From an optimization exercise on the open Yosys and OpenROAD flow, aimed at small area; shortcuts taken in it are not production practice.
The RTL was checked by simulation tests, not by an equivalence proof against the original design.
The clock input has no modelled driver; a real chip could not lean on it and would need a root buffer or a full tree.
Power and IR drop assume default switching activity.

v6:
==> flow/design.v (excerpt) <==
module bte (
    input             clk,
    input             rst,            
    input             cmd_we,
    input      [31:0] cmd,
    input             i2c_ch_valid,
    input             spi_ch_valid,
    input      [7:0]  i2c_budget,     
    input      [7:0]  spi_budget,     
    output reg        res_done,
    output     [7:0]  res_status,
    output     [15:0] res_data,
    output            res_busy,
    output     [7:0]  res_retries,
    output            ch_req,
    output            ch_bus,         
    output     [1:0]  ch_kind,        
    output     [6:0]  ch_slave,
    output     [15:0] ch_buf,         
    output     [3:0]  ch_size,
    output     [7:0]  ch_opts,
    input             ch_ack,
    input      [7:0]  ch_st,
    input      [7:0]  ch_n,
    input      [15:0] ch_rdata,
    input             ch_busy
);
export LEC_CHECK = 0
export CAP_MARGIN = 20
export CORE_MARGIN = 2
export CORE_UTILIZATION = 45
export SLEW_MARGIN = 20
create_clock -name core_clock -period 10.0 [get_ports {clk}]
standard.sh (not shown) runs the stock make flow with config.mk's settings and CLKGATE_MAP_FILE= SYNTH_SCRIPT=/design/flow/synth_recipe.tcl, a recipe that flattens the netlist after the stock synthesis.
==> flow/flow/run.sh <==
#!/bin/bash
# The standard layout (standard.sh, same make targets and settings) with
# three changes:
#  - synthesis maps the logic with an area-oriented ABC script (flow/area.abc)
#    instead of ORFS's delay-oriented one; everything else in the synthesis
#    script, and the flip-flop mapping, is the standard flow's own (synth_recipe.tcl);
#  - the port buffers are the smallest buffer cell (buf_1);
#  - the clock tree uses clkbuf_4 and no dummy loads, sized for a few dozen
#    flip-flops.
# Each tool's log stays under orfs/logs/; make's output goes to flow_make.log.
set -euo pipefail
here=$(pwd)
# synthesis script: synth_recipe.tcl with yosys's abc pass given our script
{
  head -n 1 synth_recipe.tcl
  cat <<'EOT'
proc abc {args} {
  set i [lsearch -exact $args -script]
  if { $i >= 0 } { lset args [expr { $i + 1 }] $::env(BTE_ABC_SCRIPT) }
  puts "abc pass given flow/area.abc: $args"
  yosys abc {*}$args
}
EOT
  tail -n +2 synth_recipe.tcl
} > synth_area.tcl
export BTE_ABC_SCRIPT="$here/flow/area.abc"
export BUFFER_PORTS_ARGS="-buffer_cell sky130_fd_sc_hd__buf_1"
export CTS_ARGS="-sink_clustering_enable -repair_clock_nets -root_buf sky130_fd_sc_hd__clkbuf_4 -buf_list sky130_fd_sc_hd__clkbuf_4 -dont_use_dummy_load"
sed "s#SYNTH_SCRIPT=[^ ]*#SYNTH_SCRIPT=$here/synth_area.tcl#" standard.sh > standard_area.sh
grep -q "SYNTH_SCRIPT=$here/synth_area.tcl" standard_area.sh
bash standard_area.sh finish > flow_make.log 2>&1
==> flow/flow/area.abc <==
strash; dc2; dch -f; amap -F 10 -A 40; topo
The following lists how v7 was set up differently from v6:
# v6
export LEC_CHECK = 0
export CAP_MARGIN = 20
export CORE_MARGIN = 2
export CORE_UTILIZATION = 45
export SLEW_MARGIN = 20
create_clock -name core_clock -period 10.0 [get_ports {clk}]
# v7
export LEC_CHECK = 0
export CAP_MARGIN = 20
export CORE_MARGIN = 2
export CORE_UTILIZATION = 55
export SLEW_MARGIN = 20
create_clock -name core_clock -period 10.0 [get_ports {clk}]
==> flow/flow/run.sh <==
#!/bin/bash
# The standard layout (standard.sh, same make targets and settings) with
# these changes:
#  - synthesis maps the logic with an area-oriented ABC script (flow/area.abc)
#    instead of ORFS's delay-oriented one; everything else in the synthesis
#    script, and the flip-flop mapping, is the standard flow's own (synth_recipe.tcl);
#  - the port buffers are the smallest buffer cell (buf_1);
#  - the clock tree uses clkbuf_4 and no dummy loads, sized for a few dozen
#    flip-flops;
#  - the constant outputs share synthesis's single tie cell
#    (SKIP_REPAIR_TIE_FANOUT) rather than one tie cell each.
# Each tool's log stays under orfs/logs/; make's output goes to flow_make.log.
set -euo pipefail
here=$(pwd)
# synthesis script: synth_recipe.tcl with yosys's abc pass given our script
{
  head -n 1 synth_recipe.tcl
  cat <<'EOT'
proc abc {args} {
  set i [lsearch -exact $args -script]
  if { $i >= 0 } { lset args [expr { $i + 1 }] $::env(BTE_ABC_SCRIPT) }
  puts "abc pass given flow/area.abc: $args"
  yosys abc {*}$args
}
EOT
  tail -n +2 synth_recipe.tcl
} > synth_area.tcl
export BTE_ABC_SCRIPT="$here/flow/area.abc"
export SKIP_REPAIR_TIE_FANOUT=1
export BUFFER_PORTS_ARGS="-buffer_cell sky130_fd_sc_hd__buf_1"
export CTS_ARGS="-sink_clustering_enable -repair_clock_nets -root_buf sky130_fd_sc_hd__clkbuf_4 -buf_list sky130_fd_sc_hd__clkbuf_4 -dont_use_dummy_load"
sed "s#SYNTH_SCRIPT=[^ ]*#SYNTH_SCRIPT=$here/synth_area.tcl#" standard.sh > standard_area.sh
grep -q "SYNTH_SCRIPT=$here/synth_area.tcl" standard_area.sh
bash standard_area.sh finish > flow_make.log 2>&1
In the final design statistics, v7 uses fewer standard cells in total than v6.
Of the two values seen for termination of the worst setup path, ch_size[0] was produced by v7 and st[0] by v6.
Lower via count of the first global-routing pass goes to v6 over v7.
The die of v7 is smaller than the one used in v6.
v7 vs. v6: final design area excluding fillers went down by about 1.7%.
A critical path start-end classification of flop to flop is what v6 shows, while flop to primary output belongs to v7.
v6 and v7 ended up with roughly the same internal power component.
v7: effective utilization at floorplan is 11 points higher than what v6 reported.
In the tables for v6 and v7, worst hold slack reads lower with v6.
Fraction of area in clock buffers and inverters: v7 vs v6, no meaningful difference
Diff v6 -> v7: total power -0.0026 mW; setup slack saw an increase; path length in cells of the critical path saw a decrease.

---

== run A ==
bte, a different RTL version from the one above (not shown whole).
For scale: about 300 cells after synthesis, about 30 flip-flops, ~160 I/O pins.
clock: 10.0 ns
lec_check: 0
cap_margin: 20
core_margin: 2
core_utilization: 55
slew_margin: 20
==> flow/flow/run.sh <==
#!/bin/bash
# The standard layout (standard.sh, same make targets and settings) with
# these changes:
#  - synthesis maps the logic with an area-oriented ABC script (flow/area.abc)
#    instead of ORFS's delay-oriented one; everything else in the synthesis
#    script, and the flip-flop mapping, is the standard flow's own (synth_recipe.tcl);
#  - the port buffers are the smallest buffer cell (buf_1);
#  - the clock tree uses clkbuf_4 and no dummy loads, sized for a few dozen
#    flip-flops;
#  - the constant outputs share synthesis's single tie cell
#    (SKIP_REPAIR_TIE_FANOUT) rather than one tie cell each;
#  - after CTS, the tree's root buffer is dropped and the clock port feeds
#    the four leaf buffers directly (flow/cts_post.tcl).
# Each tool's log stays under orfs/logs/; make's output goes to flow_make.log.
set -euo pipefail
here=$(pwd)
# synthesis script: synth_recipe.tcl with yosys's abc pass given our script
{
  head -n 1 synth_recipe.tcl
  cat <<'EOT'
proc abc {args} {
  set i [lsearch -exact $args -script]
  if { $i >= 0 } { lset args [expr { $i + 1 }] $::env(BTE_ABC_SCRIPT) }
  puts "abc pass given flow/area.abc: $args"
  yosys abc {*}$args
}
EOT
  tail -n +2 synth_recipe.tcl
} > synth_area.tcl
export BTE_ABC_SCRIPT="$here/flow/area.abc"
export SKIP_REPAIR_TIE_FANOUT=1
export POST_CTS_TCL="$here/flow/cts_post.tcl"
export BUFFER_PORTS_ARGS="-buffer_cell sky130_fd_sc_hd__buf_1"
export CTS_ARGS="-sink_clustering_enable -repair_clock_nets -root_buf sky130_fd_sc_hd__clkbuf_4 -buf_list sky130_fd_sc_hd__clkbuf_4 -dont_use_dummy_load"
sed "s#SYNTH_SCRIPT=[^ ]*#SYNTH_SCRIPT=$here/synth_area.tcl#" standard.sh > standard_area.sh
grep -q "SYNTH_SCRIPT=$here/synth_area.tcl" standard_area.sh
bash standard_area.sh finish > flow_make.log 2>&1
==> flow/flow/area.abc <==
strash; &get -n; &deepsyn -J 20; &put; dc2; dch -f; amap -F 10 -A 40; topo
==> flow/flow/cts_post.tcl <==
set block [ord::get_db_block]
set root [$block findInst clkbuf_0_clk]
if { $root != "NULL" } {
  set in_net [[$root findITerm A] getNet]
  set out_net [[$root findITerm X] getNet]
  set sinks {}
  foreach it [$out_net getITerms] {
    if { [[$it getInst] getName] != [$root getName] } { lappend sinks $it }
  }
  if { [llength $sinks] <= 4 && [llength [$out_net getBTerms]] == 0 } {
    foreach it $sinks {
      $it disconnect
      $it connect $in_net
    }
    odb::dbInst_destroy $root
    odb::dbNet_destroy $out_net
    puts "cts_post: removed root buffer; clock port feeds [llength $sinks] leaf buffers"
  } else {
    puts "cts_post: root buffer kept ([llength $sinks] sinks)"
  }
}
The following lists how run B was set up differently from run A:
==> flow/flow/area.abc <==
strash; dc2; dch -f; amap -F 10 -A 40; topo
--- outcome ---
Share of the clock period used by the worst path on run B is down relative to run A. Peak supply drop in run B vs run A: down about 20%. Run A and run B ended up with nearly the same net switching component of the power. Comparing run A and run B, the lower die footprint is on run A. Compared with run A, in run B clock tree buffer count of the final layout stayed essentially flat, hold slack rose by 52 ps, mapped cell area rose by 31 um^2, initial detailed-routing violation count fell by 78. Comparing run A and run B, the lower final area is on run A. Share of the final layout cell area in sequential cells (lower): run B.
#### Input delta (run C over run B)
-- flow/flow/run.sh --
<<< run B, line 11
#    (SKIP_REPAIR_TIE_FANOUT) rather than one tie cell each;
#  - after CTS, the tree's root buffer is dropped and the clock port feeds
#    the four leaf buffers directly (flow/cts_post.tcl).
>>> run C, line 11
#    (SKIP_REPAIR_TIE_FANOUT) rather than one tie cell each.
<<< run B, line 32
export POST_CTS_TCL="$here/flow/cts_post.tcl"
>>> run C, line 30
removed: flow/flow/cts_post.tcl
Results
- Lower reported leakage power was reported by run B, not run C.
- Run C ends up with higher wire length of the first global-routing pass than run B does.
- Run C does better than run B on final setup slack of the worst path.
- Run C reports its critical path class as reg2out while run B reports in2reg.
- Relative to run B, worst max-slew margin expressed relative to the limit has increased by 0.87 points in run C.
- Compared with run B, run C degrades wire length.
- Per the final summary, run C finished and its layout is clean on timing, DRC and antenna.
- Lower utilization goes to run B over run C.

-- afterwards: timing with drivers on the ports --
Ports are ideal in the flow. The routed layouts listed here were re-timed in OpenROAD. Step 1: set_driving_cell puts a clkbuf_16 on clk and a buf_2 on each other input, an assumption about the parent block. Step 2 times the ports against the registers' clock, not the clock port: input delays grow and output delays shrink by t, the midpoint of the rising clock arrivals with the driver on. a / b / c = ideal ports / drivers / drivers and shift; a / b = the first two.
run	t, ns	setup WS [ns]	clock arrival spread, ns	worst data-port slew with drivers (ns)	cell pins on the clock port's net
v6	0.350	5.039 / 5.039 / 5.039	0.018 / 0.018	0.03	1
v7	0.341	5.187 / 5.163 / 5.161	0.022 / 0.022	0.05	1
run A	0.198	5.053 / 5.053 / 5.053	0.029 / 0.028	0.03	4
run B	0.189	5.146 / 5.166 / 4.977	0.026 / 0.025	0.04	4
run C	0.348	5.151 / 5.126 / 4.949	0.028 / 0.027	0.04	1
After both steps every run listed still meets setup and hold. The setup slack of run C, which loses most, moves by -0.025 ns with the drivers and by -0.202 ns with both steps.
